What follows belongs to an exercise in optimizing a design on an open flow for small area, a short achievable clock period and few clock cycles; a production flow would make more cautious choices.
The RTL was checked by simulation tests, not by an equivalence proof against the original design.
Power figures rest on the tool's default switching activity, not on a simulated workload.

[design.v]
module sidc_crc8 (
    input  wire [31:0] acc_in,
    input  wire [7:0]  d,
    output reg  [31:0] acc_out
);
    integer i;
    always @* begin
        acc_out = acc_in ^ {24'd0, d};
        for (i = 0; i < 8; i = i + 1)
            acc_out = (acc_out >> 1) ^ (acc_out[0] ? 32'hEDB88320 : 32'h0);
    end
endmodule
module sidc_crcrom (
    input  wire [6:0]  pos,
    output reg  [31:0] w
);
    always @* begin
        case (pos)
            7'd0: w = 32'hB69369A6;
            7'd1: w = 32'hF5449B3F;
            7'd2: w = 32'h4B5F6857;
            7'd3: w = 32'h5BBC1025;
            7'd4: w = 32'h62BE38BF;
            7'd5: w = 32'h6325605C;
            7'd6: w = 32'h230C851D;
            7'd7: w = 32'hD5E2A2F7;
            7'd8: w = 32'h82E31322;
            7'd9: w = 32'hEBE7E356;
            7'd10: w = 32'hE9D569C5;
            7'd11: w = 32'hB6CCF006;
            7'd12: w = 32'hAADD3B3F;
            7'd13: w = 32'hD777606E;
            7'd14: w = 32'h7AB280E1;
            7'd15: w = 32'hD8DA498B;
            7'd16: w = 32'hD76251A8;
            7'd17: w = 32'h6F8346E1;
            7'd18: w = 32'h333100D6;
            7'd19: w = 32'h321D336D;
            7'd20: w = 32'hC55F8E2C;
            7'd21: w = 32'hE5B592B8;
            7'd22: w = 32'h602CB5CD;
            7'd23: w = 32'h9C3B189F;
            7'd24: w = 32'h321E36C4;
            7'd25: w = 32'hC65A272C;
            7'd26: w = 32'h56FE9E3A;
            7'd27: w = 32'h4D5A1935;
            7'd28: w = 32'hE8786D60;
            7'd29: w = 32'hC0B95347;
            7'd30: w = 32'h033FEA7F;
            7'd31: w = 32'h89087382;
            7'd32: w = 32'hDB586299;
            7'd33: w = 32'hE3AB4F2A;
            7'd34: w = 32'hC8443888;
            7'd35: w = 32'h93690832;
            7'd36: w = 32'h60F7AF8D;
            7'd37: w = 32'h4721589F;
            7'd38: w = 32'h9397E0EE;
            7'd39: w = 32'h9E1F738D;
            7'd40: w = 32'h7BE62E07;
            7'd41: w = 32'h5705A9CA;
            7'd42: w = 32'h6D1CEF74;
            7'd43: w = 32'hC10B9F15;
            7'd44: w = 32'h6A82BE3E;
            7'd45: w = 32'h329ECC11;
            7'd46: w = 32'h46A0F22C;
            7'd47: w = 32'hC94C55AF;
            7'd48: w = 32'h40752973;
            7'd49: w = 32'hAA2215EA;
            7'd50: w = 32'h2859B56E;
            7'd51: w = 32'h5B0DF038;
            7'd52: w = 32'hD35E25BF;
            7'd53: w = 32'h88D14467;
            7'd54: w = 32'hD91E81D8;
            7'd55: w = 32'hC8DB04E9;
            7'd56: w = 32'h0C556932;
            7'd57: w = 32'hE3720ACB;
            7'd58: w = 32'h1101D988;
            7'd59: w = 32'h00D2D4DB;
            7'd60: w = 32'hD2D4DB00;
            7'd61: w = 32'hD95EFD26;
            7'd62: w = 32'h88A7FAE9;
            7'd63: w = 32'hAFA00FD8;
            7'd64: w = 32'hAA1494A9;
            7'd65: w = 32'h1ED8F66E;
            7'd66: w = 32'hD9040692;
            7'd67: w = 32'hD25C4EE9;
            7'd68: w = 32'h51CB1426;
            7'd69: w = 32'h15141C31;
            7'd70: w = 32'hCE31785D;
            7'd71: w = 32'h509CC277;
            7'd72: w = 32'h99B34B70;
            7'd73: w = 32'hBA1ACA03;
            7'd74: w = 32'hCAFC06F4;
            7'd75: w = 32'h46C47EF1;
            7'd76: w = 32'hADC088AF;
            7'd77: w = 32'hA700E96A;
            7'd78: w = 32'h67CF0BE4;
            7'd79: w = 32'h1241289B;
            7'd80: w = 32'hF6C1CB59;
            7'd81: w = 32'h78ED02D5;
            7'd82: w = 32'hEACB7748;
            7'd83: w = 32'h1E307184;
            7'd84: w = 32'h3183EC92;
            7'd85: w = 32'hED627DAE;
            7'd86: w = 32'hDAFE8E80;
            7'd87: w = 32'h9E36506B;
            7'd88: w = 32'h52C5C807;
            7'd89: w = 32'hAD2A31B3;
            7'd90: w = 32'h4DB9F56A;
            7'd91: w = 32'h0B943260;
            7'd92: w = 32'h4FED41CF;
            7'd93: w = 32'h32B39DA3;
            7'd94: w = 32'h6BF1402C;
            7'd95: w = 32'h9A11D850;
            7'd96: w = 32'hAE6BE681;
            7'd97: w = 32'hBA8CCBE8;
            7'd98: w = 32'h5CFDEDF4;
            7'd99: w = 32'h4E87F0BB;
            7'd100: w = 32'h8373EFE2;
            7'd101: w = 32'hA06A2517;
            7'd102: w = 32'h60C76FE0;
            7'd103: w = 32'h77E1359F;
            7'd104: w = 32'hE6050901;
            7'd105: w = 32'h6655004F;
            7'd106: w = 32'h533B85DA;
            7'd107: w = 32'h8816EAF2;
            7'd108: w = 32'h1EB014D8;
            7'd109: w = 32'hB1E6B092;
            7'd110: w = 32'hED59B63B;
            7'd111: w = 32'hE1351B80;
            7'd112: w = 32'h3B83984B;
            7'd113: w = 32'hEDB88320;
            default: w = 32'h0;
        endcase
    end
endmodule
module sidc_gfmul (
    input  wire [7:0]  delta,
    input  wire [31:0] w,
    output reg  [31:0] corr
);
    reg [31:0] t;
    integer i;
    always @* begin
        corr = 32'd0;
        t = w;
        for (i = 7; i >= 0; i = i - 1) begin
            if (delta[i]) corr = corr ^ t;
            t = (t >> 1) ^ (t[0] ? 32'hEDB88320 : 32'h0);
        end
    end
endmodule
module sidc (
    input  wire        clk,
    input  wire        rst,       
    input  wire        req,
    input  wire        we,
    input  wire        wide,      
    input  wire [10:0] addr,
    input  wire [31:0] wdata,
    output reg         ack,
    output reg         err,
    output reg  [31:0] rdata
);
    localparam integer RSV   = 40;
    localparam integer MACS  = 8;
    localparam integer TOTAL = 30 + RSV + 6 * MACS;   
    localparam integer SPAN  = TOTAL - 4;             
    localparam [31:0]  TAG_LIT = 32'h43434944;        
    localparam [31:0]  PARAMS  = (RSV << 16) | (MACS << 8) | TOTAL;
    localparam integer DATE_OFF = 18;
    localparam [31:0]  ZERO_CRC = 32'h472AF91E;       
    localparam [7:0] OP_NOP        = 8'h00;
    localparam [7:0] OP_SOFT_RESET = 8'h01;
    localparam [7:0] OP_CRC_INIT   = 8'h10;
    localparam [7:0] OP_CRC_BYTE   = 8'h11;
    localparam [7:0] OP_CRC_WORD   = 8'h12;
    localparam [7:0] OP_DATE_ENC   = 8'h20;
    localparam [7:0] OP_DATE_DEC   = 8'h21;
    localparam [7:0] OP_BUF_RESET  = 8'h30;
    localparam [7:0] OP_BUF_PUSH   = 8'h31;
    localparam [7:0] OP_REC_DECODE = 8'h32;
    localparam [7:0] OP_REC_ENCODE = 8'h33;
    localparam [7:0] OP_REC_ZERO   = 8'h34;
    localparam [7:0] OP_REC_TAG    = 8'h35;
    localparam [7:0] OP_REC_STAMP  = 8'h40;
    localparam [7:0] OP_REC_VERIFY = 8'h41;
    reg [8*SPAN-1:0]  px, py;
    reg [SPAN-1:0]    fy, by;
    reg [31:0]        tl;         
    reg [15:0] len;
    reg [31:0] checksum;
    reg [15:0] cal_year;
    reg [7:0]  cal_month, cal_day, cal_hour, cal_minute, cal_second;
    reg [31:0] din;
    reg [31:0] crc_acc;
    reg        st_format_err, st_crc_ok, st_crc_mismatch, st_cmd_err, st_acc_err;
    reg [2:0]  err_code;
    reg [31:0] img_crc;           
    reg [31:0] buf_crc;           
    reg        pend_v, pend_buf;  
    reg [7:0]  pend_o, pend_n;    
    reg [31:0] pend_w;            
    reg [6:0]  boff;              
    reg [2:0]  mc_cnt;            
    reg        mc_date;           
    reg        wq_v, wq_buf;      
    reg [6:0]  wq_pos;
    reg [7:0]  wq_data;
    reg        pv, pw, pe;
    reg [10:0] pa;
    reg [31:0] pc;
    wire [7:0] off   = addr[7:0];
    wire in_ctrl  = (addr[10:8] == 3'b000);
    wire in_field = (addr[10:8] == 3'b010) && (off < SPAN);
    wire in_buf   = (addr[10:8] == 3'b100) && (off < TOTAL);
    reg ctrl_readable, ctrl_writable;
    always @* begin
        ctrl_readable = 1'b0;
        ctrl_writable = 1'b0;
        case (off)
            8'h00: begin ctrl_readable = 1'b1; ctrl_writable = 1'b1; end
            8'h04, 8'h08, 8'h0C, 8'h14, 8'h1C, 8'h24:
                   ctrl_readable = 1'b1;
            8'h10, 8'h18, 8'h20, 8'h40, 8'h44, 8'h48, 8'h4C, 8'h50, 8'h54:
                   begin ctrl_readable = 1'b1; ctrl_writable = 1'b1; end
            default: ;
        endcase
    end
    wire field_rsv = (off >= 24) && (off < 24 + RSV);
    wire legal_w   = (in_ctrl && wide && ctrl_writable) || (in_field && !wide && !field_rsv) ||
                     (in_buf && !wide);
    wire legal_r   = (in_ctrl && wide && ctrl_readable) || ((in_field || in_buf) && !wide);
    wire [7:0] op  = wdata[7:0];
    wire [7:0] arg = wdata[15:8];
    reg op_known, op_has_arg;
    always @* begin
        op_known   = 1'b1;
        op_has_arg = 1'b0;
        case (op)
            OP_NOP, OP_SOFT_RESET, OP_CRC_INIT, OP_CRC_WORD, OP_DATE_ENC, OP_DATE_DEC,
            OP_BUF_RESET, OP_REC_DECODE, OP_REC_ENCODE, OP_REC_ZERO, OP_REC_TAG,
            OP_REC_STAMP, OP_REC_VERIFY: ;
            OP_CRC_BYTE, OP_BUF_PUSH: op_has_arg = 1'b1;
            default: op_known = 1'b0;
        endcase
    end
    wire cmd_legal = (wdata[31:16] == 16'd0) && op_known && (op_has_arg || arg == 8'd0);
    wire mc_busy   = (mc_cnt != 3'd0);
    reg  busy;                                    
    wire act       = req && !busy;                
    wire do_write  = act && we && legal_w;
    wire do_cmd    = do_write && in_ctrl && (off == 8'h00);
    wire do_exec   = do_cmd && cmd_legal;
    wire h_wr      = do_write && (addr[10] || addr[9]);   
    wire h_post    = h_wr && run;                 
    wire       e_v   = wq_v || (h_wr && !run);
    wire       e_buf = wq_v ? wq_buf  : addr[10];
    wire [6:0] e_pos = wq_v ? wq_pos  : off[6:0];
    wire [7:0] e_dat = wq_v ? wq_data : wdata[7:0];
    wire wr_field  = e_v && !e_buf;
    wire wr_buf    = e_v && e_buf;
    wire sel_host  = wq_v || (!busy && (addr[10] || addr[9]));    
    wire hw_ok     = act && we && !wide && !off[7];
    wire wf        = (wq_v && !wq_buf) || (hw_ok && (addr[10:8] == 3'b010) && !run);
    wire wb        = (wq_v &&  wq_buf) || (hw_ok && (addr[10:8] == 3'b100) && !run);
    wire x_mc      = do_exec && (op == OP_DATE_ENC || op == OP_REC_TAG);
    wire x_push    = do_exec && (op == OP_BUF_PUSH);
    wire x_dec     = do_exec && (op == OP_REC_DECODE) && (len == TOTAL);
    wire x_enc     = do_exec && (op == OP_REC_ENCODE);
    wire x_zero    = do_exec && (op == OP_REC_ZERO);
    wire x_soft    = do_exec && (op == OP_SOFT_RESET);
    wire mc_wr     = x_mc || mc_busy;             
    wire mc_isdate = mc_busy ? mc_date : !op[4];  
    wire mc_last   = (mc_cnt == (mc_isdate ? 3'd5 : 3'd3));
    wire pa_byte = pa[10] || pa[9];
    wire run     = pv && pa_byte;                 
    wire hit     = pv && (addr == pa) && (wide == pw);
    always @* begin
        ack   = req && !busy && (we || hit);
        err   = we ? !legal_w : pe;
        rdata = pc;
    end
    reg [31:0] ctrl_val;
    always @* begin
        case (off[6:2])
            5'h01: ctrl_val = {26'd0, st_acc_err, st_cmd_err, 1'b0,
                               st_crc_mismatch, st_crc_ok, st_format_err};
            5'h02: ctrl_val = {29'd0, err_code};
            5'h03: ctrl_val = PARAMS;
            5'h04: ctrl_val = din;
            5'h05: ctrl_val = {16'd0, len};
            5'h06: ctrl_val = crc_acc;
            5'h07: ctrl_val = ~crc_acc;
            5'h08: ctrl_val = checksum;
            5'h09: ctrl_val = TAG_LIT;
            5'h10: ctrl_val = {16'd0, cal_year};
            5'h11: ctrl_val = {24'd0, cal_month};
            5'h12: ctrl_val = {24'd0, cal_day};
            5'h13: ctrl_val = {24'd0, cal_hour};
            5'h14: ctrl_val = {24'd0, cal_minute};
            5'h15: ctrl_val = {24'd0, cal_second};
            default: ctrl_val = 32'd0;
        endcase
    end
    wire       rreg = run || wq_v;
    wire [6:0] ridx = rreg ? (run ? pa[6:0] + 7'd1 : wq_pos) : off[6:0];
    wire       rbuf = rreg ? (run ? pa[10] : wq_buf) : addr[10];
    integer i;
    reg [7:0] byte_rd;
    reg [7:0]  rlo;
    reg [15:0] rhf, rhb;
    reg        rf, rb;
    always @* begin
        byte_rd = 8'd0;
        for (i = 0; i < 8; i = i + 1)
            rlo[i] = (ridx[2:0] == i);
        for (i = 0; i < 16; i = i + 1) begin
            rhf[i] = (ridx[6:3] == i) && !rbuf;
            rhb[i] = (ridx[6:3] == i) &&  rbuf;
        end
        for (i = 0; i < SPAN; i = i + 1) begin
            rf = rlo[i % 8] && rhf[i / 8];      
            rb = rlo[i % 8] && rhb[i / 8];      
            byte_rd = byte_rd | ({8{(rf && !fy[i]) || (rb && !by[i])}} & px[8*i +: 8])
                              | ({8{(rf &&  fy[i]) || (rb &&  by[i])}} & py[8*i +: 8]);
        end
        for (i = SPAN; i < TOTAL; i = i + 1)
            byte_rd = byte_rd | ({8{rlo[i % 8] && rhb[i / 8]}} & tl[8*(i-SPAN) +: 8]);
    end
    wire [7:0] pa_nx  = {pa[7], pa[6:0] + 7'd1};
    wire       pe_nx  = pw || (pa[10] ? (pa_nx >= TOTAL) : (pa_nx >= SPAN));
    function [7:0] fbb(input integer k);
        fbb = fy[k] ? py[8*k +: 8] : px[8*k +: 8];
    endfunction
    wire [31:0] corr;
    sidc_gfmul u_fix (.delta(pend_o ^ pend_n), .w(pend_w), .corr(corr));
    wire [7:0]  bpos   = {1'b0, e_pos} + {1'b0, boff};    
    wire [6:0]  wr_pos = sel_host ? (e_buf ? bpos[6:0] : e_pos) : mc_pos;
    wire [31:0] wr_w;
    sidc_crcrom u_rom (.pos(wr_pos), .w(wr_w));
    wire [31:0] img_eff = img_crc ^ ((pend_v && !pend_buf) ? corr : 32'd0);
    wire [31:0] buf_eff = buf_crc ^ ((pend_v &&  pend_buf) ? corr : 32'd0);
    wire [31:0] crc_b;
    sidc_crc8 u_crc_byte (.acc_in(op[5] ? buf_eff : crc_acc), .d(arg), .acc_out(crc_b));
    wire [31:0] crc_w1, crc_w2, crc_w3, crc_w4;
    sidc_crc8 u_crc_w1 (.acc_in(crc_acc), .d(din[31:24]), .acc_out(crc_w1));
    sidc_crc8 u_crc_w2 (.acc_in(crc_w1),  .d(din[23:16]), .acc_out(crc_w2));
    sidc_crc8 u_crc_w3 (.acc_in(crc_w2),  .d(din[15:8]),  .acc_out(crc_w3));
    sidc_crc8 u_crc_w4 (.acc_in(crc_w3),  .d(din[7:0]),   .acc_out(crc_w4));
    reg  [6:0] ymod;
    reg  [7:0] ystep;
    reg  [1:0] ybits;
    integer j;
    always @* begin
        case (mc_cnt)
            3'd0:    ybits = cal_year[9:8];
            3'd1:    ybits = cal_year[7:6];
            3'd2:    ybits = cal_year[5:4];
            3'd3:    ybits = cal_year[3:2];
            default: ybits = cal_year[1:0];
        endcase
        ystep = (mc_cnt == 3'd0) ? {2'd0, cal_year[15:10]} : {1'b0, ymod};
        for (j = 1; j >= 0; j = j - 1) begin
            ystep = {ystep[6:0], ybits[j]};
            if (ystep >= 8'd100) ystep = ystep - 8'd100;
        end
    end
    reg [7:0] mc_val, mc_old;
    reg [6:0] mc_pos;
    always @* begin
        if (mc_isdate) begin
            case (mc_cnt)
                3'd0:    begin mc_pos = DATE_OFF+1; mc_val = cal_month;  mc_old = fbb(DATE_OFF+1); end
                3'd1:    begin mc_pos = DATE_OFF+2; mc_val = cal_day;    mc_old = fbb(DATE_OFF+2); end
                3'd2:    begin mc_pos = DATE_OFF+3; mc_val = cal_hour;   mc_old = fbb(DATE_OFF+3); end
                3'd3:    begin mc_pos = DATE_OFF+4; mc_val = cal_minute; mc_old = fbb(DATE_OFF+4); end
                3'd4:    begin mc_pos = DATE_OFF+5; mc_val = cal_second; mc_old = fbb(DATE_OFF+5); end
                default: begin mc_pos = DATE_OFF+0; mc_val = {1'b0, ymod}; mc_old = fbb(DATE_OFF+0); end
            endcase
        end else begin
            mc_pos = {5'd0, mc_cnt[1:0]};
            case (mc_cnt[1:0])
                2'd0:    begin mc_val = TAG_LIT[31:24]; mc_old = fbb(0); end
                2'd1:    begin mc_val = TAG_LIT[23:16]; mc_old = fbb(1); end
                2'd2:    begin mc_val = TAG_LIT[15:8];  mc_old = fbb(2); end
                default: begin mc_val = TAG_LIT[7:0];   mc_old = fbb(3); end
            endcase
        end
    end
    wire       fb_all  = rst || x_soft || x_zero;    
    wire       bf_push = !rst && x_push && len < TOTAL;
    wire [7:0] wbus    = rst ? 8'd0 : mc_busy ? mc_val : sel_host ? e_dat :
                         !op[5] ? 8'd0 : !op[4] ? mc_val : !op[2] ? arg : op[0] ? mc_val : 8'd0;
    wire       x_enc_r = !rst && x_enc;
    wire       x_dec_r = !rst && x_dec;
    reg fw, bw, bys;
    always @(posedge clk) begin
        for (i = 0; i < SPAN; i = i + 1) begin
            fw  = fb_all || (wf && e_pos == i && (i < 24 || i >= 24 + RSV)) || (mc_wr && mc_pos == i);
            bw  = (wb && e_pos == i) || (bf_push && len[6:0] == i);
            bys = by[i] && !rst;
            if ((fw && bys) || (bw && fy[i]))
                px[8*i +: 8] <= wbus;
            if ((fw && !bys) || (bw && !fy[i]))
                py[8*i +: 8] <= wbus;
            if (fw)
                fy[i] <= !bys;
            else if (x_dec_r)
                fy[i] <= by[i];
            if (rst)
                by[i] <= 1'b0;
            else if (bw)
                by[i] <= !fy[i];
            else if (x_enc_r)
                by[i] <= fy[i];
        end
        for (i = SPAN; i < TOTAL; i = i + 1) begin
            if (x_enc_r)
                tl[8*(i-SPAN) +: 8] <= checksum[8*(TOTAL-1-i) +: 8];
            else if ((wb && e_pos == i) || (bf_push && len[6:0] == i))
                tl[8*(i-SPAN) +: 8] <= wbus;
        end
    end
    always @(posedge clk) begin
        pend_buf <= sel_host && e_buf;
        pend_w   <= wr_w;
        pend_o   <= sel_host ? byte_rd : mc_old;
        pend_n   <= sel_host ? e_dat : mc_val;
    end
    wire       img_ok  = (((pend_v && !pend_buf) ? corr : 32'd0) == (img_crc ^ ~checksum));    
    always @(posedge clk) begin
        if (rst) begin
            len             <= 16'd0;
            checksum        <= 32'd0;
            cal_year        <= 16'd0;
            cal_month       <= 8'd0;
            cal_day         <= 8'd0;
            cal_hour        <= 8'd0;
            cal_minute      <= 8'd0;
            cal_second      <= 8'd0;
            din             <= 32'd0;
            crc_acc         <= 32'hFFFFFFFF;
            st_format_err   <= 1'b0;
            st_crc_ok       <= 1'b0;
            st_crc_mismatch <= 1'b0;
            st_cmd_err      <= 1'b0;
            st_acc_err      <= 1'b0;
            err_code        <= 3'd0;
            img_crc         <= ZERO_CRC;
            buf_crc         <= 32'hFFFFFFFF;
            pend_v          <= 1'b0;
            wq_v            <= 1'b0;
            busy            <= 1'b0;
            boff            <= SPAN[6:0];
            mc_cnt          <= 3'd0;
            mc_date         <= 1'b0;
            pv              <= 1'b0;
        end else begin
            if (act && !we) begin
                if (hit) begin
                    if (pa_byte) begin
                        pc      <= {24'd0, byte_rd};
                        pe      <= pe_nx;
                        pa[6:0] <= pa[6:0] + 7'd1;
                    end else
                        pv      <= 1'b0;
                end else if (!(pv && pa_byte && (addr[10] || addr[9]))) begin
                    pc <= (addr[10] || addr[9]) ? {24'd0, byte_rd} : ctrl_val;
                    pe <= !legal_r;
                    pa <= addr;
                    pw <= wide;
                    pv <= 1'b1;
                end else
                    pv <= 1'b0;
            end else if (act || busy)
                pv <= 1'b0;
            wq_v <= h_post;
            busy <= x_mc || (mc_busy && !mc_last) || h_post;
            if (h_post) begin
                wq_buf  <= addr[10];
                wq_pos  <= off[6:0];
                wq_data <= wdata[7:0];
            end
            if (x_mc) begin
                mc_cnt  <= 3'd1;
                mc_date <= !op[4];
            end else if (mc_busy)
                mc_cnt  <= mc_last ? 3'd0 : mc_cnt + 3'd1;
            if (mc_wr && mc_cnt != 3'd5)
                ymod <= ystep[6:0];
            img_crc <= img_eff;
            buf_crc <= buf_eff;
            pend_v  <= 1'b0;
            if (mc_wr || wr_field || (wr_buf && bpos < SPAN))
                pend_v    <= 1'b1;
            if (act && !we && hit && pe) begin
                st_acc_err <= 1'b1;
                err_code   <= 3'd4;
            end
            if (act && we && !legal_w) begin
                st_acc_err <= 1'b1;
                err_code   <= 3'd4;
            end else if (do_write && in_ctrl) begin
                case (off)
                    8'h10: din        <= wdata;
                    8'h18: crc_acc    <= wdata;
                    8'h20: checksum   <= wdata;
                    8'h40: cal_year   <= wdata[15:0];
                    8'h44: cal_month  <= wdata[7:0];
                    8'h48: cal_day    <= wdata[7:0];
                    8'h4C: cal_hour   <= wdata[7:0];
                    8'h50: cal_minute <= wdata[7:0];
                    8'h54: cal_second <= wdata[7:0];
                    default: ;
                endcase
                if (do_cmd && !cmd_legal) begin
                    st_cmd_err <= 1'b1;
                    err_code   <= 3'd3;
                end
                if (do_exec) begin
                    case (op)
                    OP_SOFT_RESET: begin
                        len             <= 16'd0;
                        checksum        <= 32'd0;
                        cal_year        <= 16'd0;
                        cal_month       <= 8'd0;
                        cal_day         <= 8'd0;
                        cal_hour        <= 8'd0;
                        cal_minute      <= 8'd0;
                        cal_second      <= 8'd0;
                        din             <= 32'd0;
                        crc_acc         <= 32'hFFFFFFFF;
                        st_format_err   <= 1'b0;
                        st_crc_ok       <= 1'b0;
                        st_crc_mismatch <= 1'b0;
                        st_cmd_err      <= 1'b0;
                        st_acc_err      <= 1'b0;
                        err_code        <= 3'd0;
                        img_crc         <= ZERO_CRC;
                        buf_crc         <= 32'hFFFFFFFF;
                        boff            <= SPAN[6:0];
                    end
                    OP_CRC_INIT: crc_acc <= 32'hFFFFFFFF;
                    OP_CRC_BYTE: crc_acc <= crc_b;
                    OP_CRC_WORD: crc_acc <= crc_w4;
                    OP_DATE_DEC: begin
                        cal_year   <= {8'd0, fbb(DATE_OFF+0)};
                        cal_month  <= fbb(DATE_OFF+1);
                        cal_day    <= fbb(DATE_OFF+2);
                        cal_hour   <= fbb(DATE_OFF+3);
                        cal_minute <= fbb(DATE_OFF+4);
                        cal_second <= fbb(DATE_OFF+5);
                    end
                    OP_BUF_RESET: begin
                        len     <= 16'd0;
                        boff    <= SPAN[6:0];
                        buf_crc <= 32'hFFFFFFFF;
                    end
                    OP_BUF_PUSH: begin
                        if (len != 16'hFFFF) len <= len + 16'd1;
                        if (boff != 7'd0) begin
                            buf_crc <= crc_b;
                            boff    <= boff - 7'd1;
                        end
                    end
                    OP_REC_DECODE: begin
                        if (len == TOTAL) begin
                            checksum      <= {tl[7:0], tl[15:8], tl[23:16], tl[31:24]};
                            st_format_err <= 1'b0;
                            img_crc       <= buf_eff;
                        end else begin
                            st_format_err <= 1'b1;
                            err_code      <= 3'd1;
                        end
                    end
                    OP_REC_ENCODE: begin
                        len     <= TOTAL;
                        boff    <= 7'd0;
                        buf_crc <= img_eff;
                    end
                    OP_REC_ZERO: begin
                        checksum <= 32'd0;
                        img_crc  <= ZERO_CRC;
                    end
                    OP_REC_STAMP: begin
                        checksum <= ~img_eff;
                        crc_acc  <= img_eff;
                    end
                    OP_REC_VERIFY: begin
                        crc_acc <= img_eff;
                        if (img_ok) begin
                            st_crc_ok       <= 1'b1;
                            st_crc_mismatch <= 1'b0;
                        end else begin
                            st_crc_ok       <= 1'b0;
                            st_crc_mismatch <= 1'b1;
                            err_code        <= 3'd2;
                        end
                    end
                    default: ;
                    endcase
                end
            end
        end
    end
endmodule
[flow/run.sh]
#!/bin/bash
# Own layout flow: the standard ORFS flow (standard.sh), with two changes:
# the buffers ORFS puts on the input and output ports are buf_4 cells
# (buffer_ports otherwise picks slow delay cells such as clkdlybuf4s50_1), and
# the antenna repair after detailed routing may take up to 10 rounds instead
# of 5. Everything make prints goes to standard.log; ORFS keeps each step's
# own log under orfs/logs/.
set -euo pipefail
export BUFFER_PORTS_ARGS="-buffer_cell sky130_fd_sc_hd__buf_4"
export MAX_REPAIR_ANTENNAS_ITER_DRT=10
bash standard.sh > standard.log 2>&1
[standard.sh]
#!/bin/bash
# synth_recipe.tcl (not shown) runs the flow's synth.tcl, then flattens the netlist and writes it again
# the make line also repeats each setting of config.mk as NAME=value (left out here)
make -C /OpenROAD-flow-scripts/flow DESIGN_CONFIG=/design/flow/config.mk WORK_HOME=/design/flow/orfs CLKGATE_MAP_FILE= SYNTH_SCRIPT=/design/flow/synth_recipe.tcl "${@:-finish}"
[config.mk]
export PLATFORM = sky130hd
export DESIGN_NAME = sidc
export DESIGN_NICKNAME = sidc
export VERILOG_FILES = /design/flow/design.v
export SDC_FILE = /design/flow/constraint.sdc
export NUM_CORES = 8
export LEC_CHECK = 0
export CAP_MARGIN = 25
export CORE_MARGIN = 2
export CORE_UTILIZATION = 25
export CTS_BUF_LIST = sky130_fd_sc_hd__clkbuf_8
export CTS_CLUSTER_DIAMETER = 60
export CTS_CLUSTER_SIZE = 12
export PLACE_DENSITY = 0.4
export SETUP_SLACK_MARGIN = 4.5
export SLEW_MARGIN = 30
[constraint.sdc]
create_clock -name core_clock -period 10.0 [get_ports {clk}]
set_input_delay 2.0000 -clock core_clock [delete_from_list [all_inputs] [get_ports {clk}]]
set_output_delay 2.0000 -clock core_clock [all_outputs]
set_load 0.01 [all_outputs]
==> summary.txt <==
stage by stage:
stage	area [um^2]	power (mW)	hold WS (ps)
after floorplan	123700	23.16	431.7
after global placement	136800	30.99	447.7
after detailed placement	137700	30.94	451.1
after CTS	149500	40.48	466.6
after global routing	151600	41.62	489.0
final	151800	40.85	463.5
worst reg2reg max path: stages, from the launching register on:
cell       delay [ps]
edfxtp_1          380
ha_2              270
nand3_2           230
o21ai_1           290
a211oi_2          100
buf_4             210
a22oi_2           570
buf_4             340
nor3b_2            70
buf_4             260
a22oi_1           770
nand4_1           330
nor4_2            490
and3_1            230
nand4_1           550
buf_4             390
o2bb2ai_1         120
metal layers:
layer / GRT usage [%] / up-vias / share of wire (%)
met2: 55.52 / 9365 / 42
met1: 45.20 / 59410 / 37
met4: 30.23 / 32 / 10
met3: 9.880 / 2443 / 10
met5: 0.3557 / - / 0.045
li1: - / 42960 / -
path summary, 6_finish.rpt:
path / end / cells past startpoint / from / slack [ps]
worst max-delay path: pc[4]$_DFFE_PP_ / 15 / addr[5] / 4080
worst min-delay path: st_crc_ok$_SDFFE_PP0P_ / 2 / st_crc_ok$_SDFFE_PP0P_ / 460
worst min register to register: st_crc_ok$_SDFFE_PP0P_ / 2 / st_crc_ok$_SDFFE_PP0P_ / 460
worst max register to register: pc[4]$_DFFE_PP_ / 16 / pa[1]$_DFFE_PP_ / 4170
sequential cells by signal, summed over array words and instances (netlist names), 11 cells and up:
name	flops
buf_crc	32
by	114
cal_year	16
checksum	32
crc_acc	32
din	32
fy	114
img_crc	32
len	16
pa	11
pc	32
pend_w	32
px	912
py	912
tl	32
repair_timing:
item	CTS	global route
pin swaps	71	56
resized for setup	600	235
hold buffers	0	0
setup buffers	134	57
setup endpoints to repair	2218	1346
gates cloned	17	3
report_power, final:
part	switching [mW]	leakage, nW	internal [mW]	total, mW
Clock	5.04	3.77	4.29	9.33
Sequential	0.851	23.1	12.5	13.4
Combinational	11.9	27.2	6.25	18.1
Total	17.8	54.1	23.1	40.9
cells in the final DEF (no fill, tap or decap), types with 49 or more instances in the layout:
cell type   instances
o21ai_0           510
nand3_1           202
inv_1             215
buf_6              59
nor2_1            915
a211oi_1           86
dfxtp_1           414
xor2_1            152
mux2i_1           193
o22ai_1           101
ha_1              266
o221ai_1           53
mux2_2             57
nor3_2             90
nand4_1           152
a21oi_1           479
nand2_1           693
a222oi_1           53
clkbuf_8          362
xnor3_1           115
o311a_1           103
buf_12             70
edfxtp_1         2038
o22ai_2            62
buf_4             857
a31oi_1            73
a22o_1            179
o211ai_1           78
xnor2_1           360
diode_2           131
a22oi_2            53
clkinvlp_4         49
nor3_1            159
or2_4              69
a221oi_1          183
a22oi_1           616
a21o_1            100
cell families (layout without fill, tap and decap cells):
group                      Yosys count  in the layout  share of synthesized area, %
AOI/OAI and AO/OA                 3240           3241                         18.37
other                                0            131                             0
muxes                              319            319                         2.658
DFF                               2456           2456                         56.36
adders and majority gates          273            273                         2.774
and+or+nand+nor                   2790           2794                         10.36
buffers and inverters              853           1865                         2.652
xor gates and xnor gates           710            710                         6.818
cell type report:
cell class	count	area, um^2	area share (%)
antenna	131	327.8	0.2160
clock buffer	356	4900	3.229
clock inverter	252	2484	1.637
inverter	204	817.0	0.5384
multi-input combinational	7337	55730	36.73
sequential	2456	69570	45.85
tap	6500	8133	5.359
timing repair buffer	1053	9786	6.448
==> flow_summary.json <==
{
  "status": "timing/DRC/antenna clean",
  "avgSynthCellArea_um2": 11.60,
  "synth-seq-cells": 2456,
  "clock_latency_ps": 1330,
  "synthToLayoutAreaGrowth_pct": 22.95,
  "fmax_ghz": 0.1688,
  "postLayoutCoreUtil_pct": 30.81,
  "power_per_cell_area_mw_per_mm2": 269.2,
  "cts-root-buf": "clkbuf_8",
  "track_usage_pct": 37.24,
  "clkSlewWorstSetupHoldPaths_ps": 80,
  "setup_violations": 0,
  "fin_crit_sh_pct": 59.23,
  "yosys.area.top_type_share_pct": 49.58,
  "dieArea_mm2": 0.4993,
  "first_iter_violations": 19590,
  "ys_seq_area_share_pct": 56.36,
  "drc": 0,
  "finClkSkew_ps": 155.3,
  "dp_cells": 17330,
  "rsz0062_at_grt": "yes",
  "synth_area_leaders": "edfxtp_1, dfxtp_1, a22oi_1, nor2_1, ha_1",
  "worst_slew_pin_slew_ps": 1246,
  "critical_path_arrival_ps": 6900,
  "hold_viol": 0,
  "port_buffers": 81,
  "crit_family": "simple AND/OR/NAND/NOR gates",
  "dp_slack_ps": 1298,
  "via_per_inst": 6.245,
  "coreArea_mm2": 0.4926,
  "clk_path_buf_depth": 4,
  "leakage_nw": 54.07,
  "globalRouteOverflowTotal": 0,
  "ir_drop_v": 0.0004386,
  "hpwl_mm": 700.7,
  "start_kind": "primary input",
  "relSlewSlack_pct": 16.94,
  "start_util_pct": 25.06,
  "worst_slack_ps": 4077,
  "die_y_um": 706.6,
  "num-fill-cells": 50030,
  "critPathMaxFanout": 10,
  "synthTopCellsByCount": "edfxtp_1, nor2_1, nand2_1",
  "critPathMaxStageDelay_ps": 730,
  "min_path_type": "reg2reg",
  "cts_tree": "yes",
  "synth_largest_area_cell": "edfxtp_1",
  "die_width_um": 706.6,
  "drtPass1Iterations": 8,
  "setup.worst_path.end_class": "register",
  "finalNonFillerCells": 18290,
  "h-tree-depth": 5,
  "drive_above_1_share_pct": 22.28,
  "antenna_found_initial": 168,
  "clock-sinks": 2456,
  "netlist_area_mm2": 0.1234,
  "yosys_warnings": 4,
  "gp_congestion": 1.107,
  "cp.required_ps": 10970,
  "cpMaxStageDelayCell": "a22oi_1",
  "synth_cell_type_count": 90,
  "syn_inst": 10640,
  "wl_per_cell_um": 52.81,
  "cap_violations": 0,
  "cp_common_cell": "buf_4",
  "path_class": "in2reg",
  "syn_nets": 10960,
  "synthArstFlopShare_pct": 0,
  "synth.most_common_cell": "edfxtp_1",
  "finalMaxSlewViolations": 0,
  "final_nets": 11720,
  "grt_start_max_net_pins": 136,
  "grt_pass1_wl_mm": 1201,
  "tns_ps": 0,
  "grt_pass1_vias": 103400,
  "num_rows": 258,
  "vias": 114200,
  "io-pin-count": 82,
  "synth-edff-count": 2038,
  "period_needed_ps": 5923,
  "ys.flop_type": "edfxtp_1",
  "cts_made_buffers": 345,
  "postRouteAntennaNets": 0,
  "crit_chain": "buf_16, buf_4, nand2b_1, o21ai_2, a22oi_2, buf_4, nor3b_2, buf_4, a22oi_1, nand4_1, nor4_2, and3_1, nand4_1, buf_4, o2bb2ai_1",
  "routed_wl_mm": 965.8,
  "worst-path-buf-inv": 5
}
Testbench counts, summed over its fixed seeds: cycles 15,094.

==> what the ideal ports hide <==
The flow's constraints put no driver on any port. The routed layout listed below was extracted and timed again, unchanged, in two steps.
Step 1, drivers: a clkbuf_16 drives clk and a buf_2 each remaining input, both assumed.
Step 2 also shifts input and output timing later by t, the mid clock arrival at the registers, as if the neighbouring blocks saw the same clock.
Three values: ideal, step 1, step 2; two values: the first two.
t (ns): 1.375
slack for setup (ns): 4.077 / 4.040 / 2.665
worst setup path at the end: input to register
worst slew at a driven data input, ns: 0.30
After both steps setup and hold are still met in this run. The setup slack of this run moves by -0.037 ns with the drivers and by -1.412 ns with both steps.
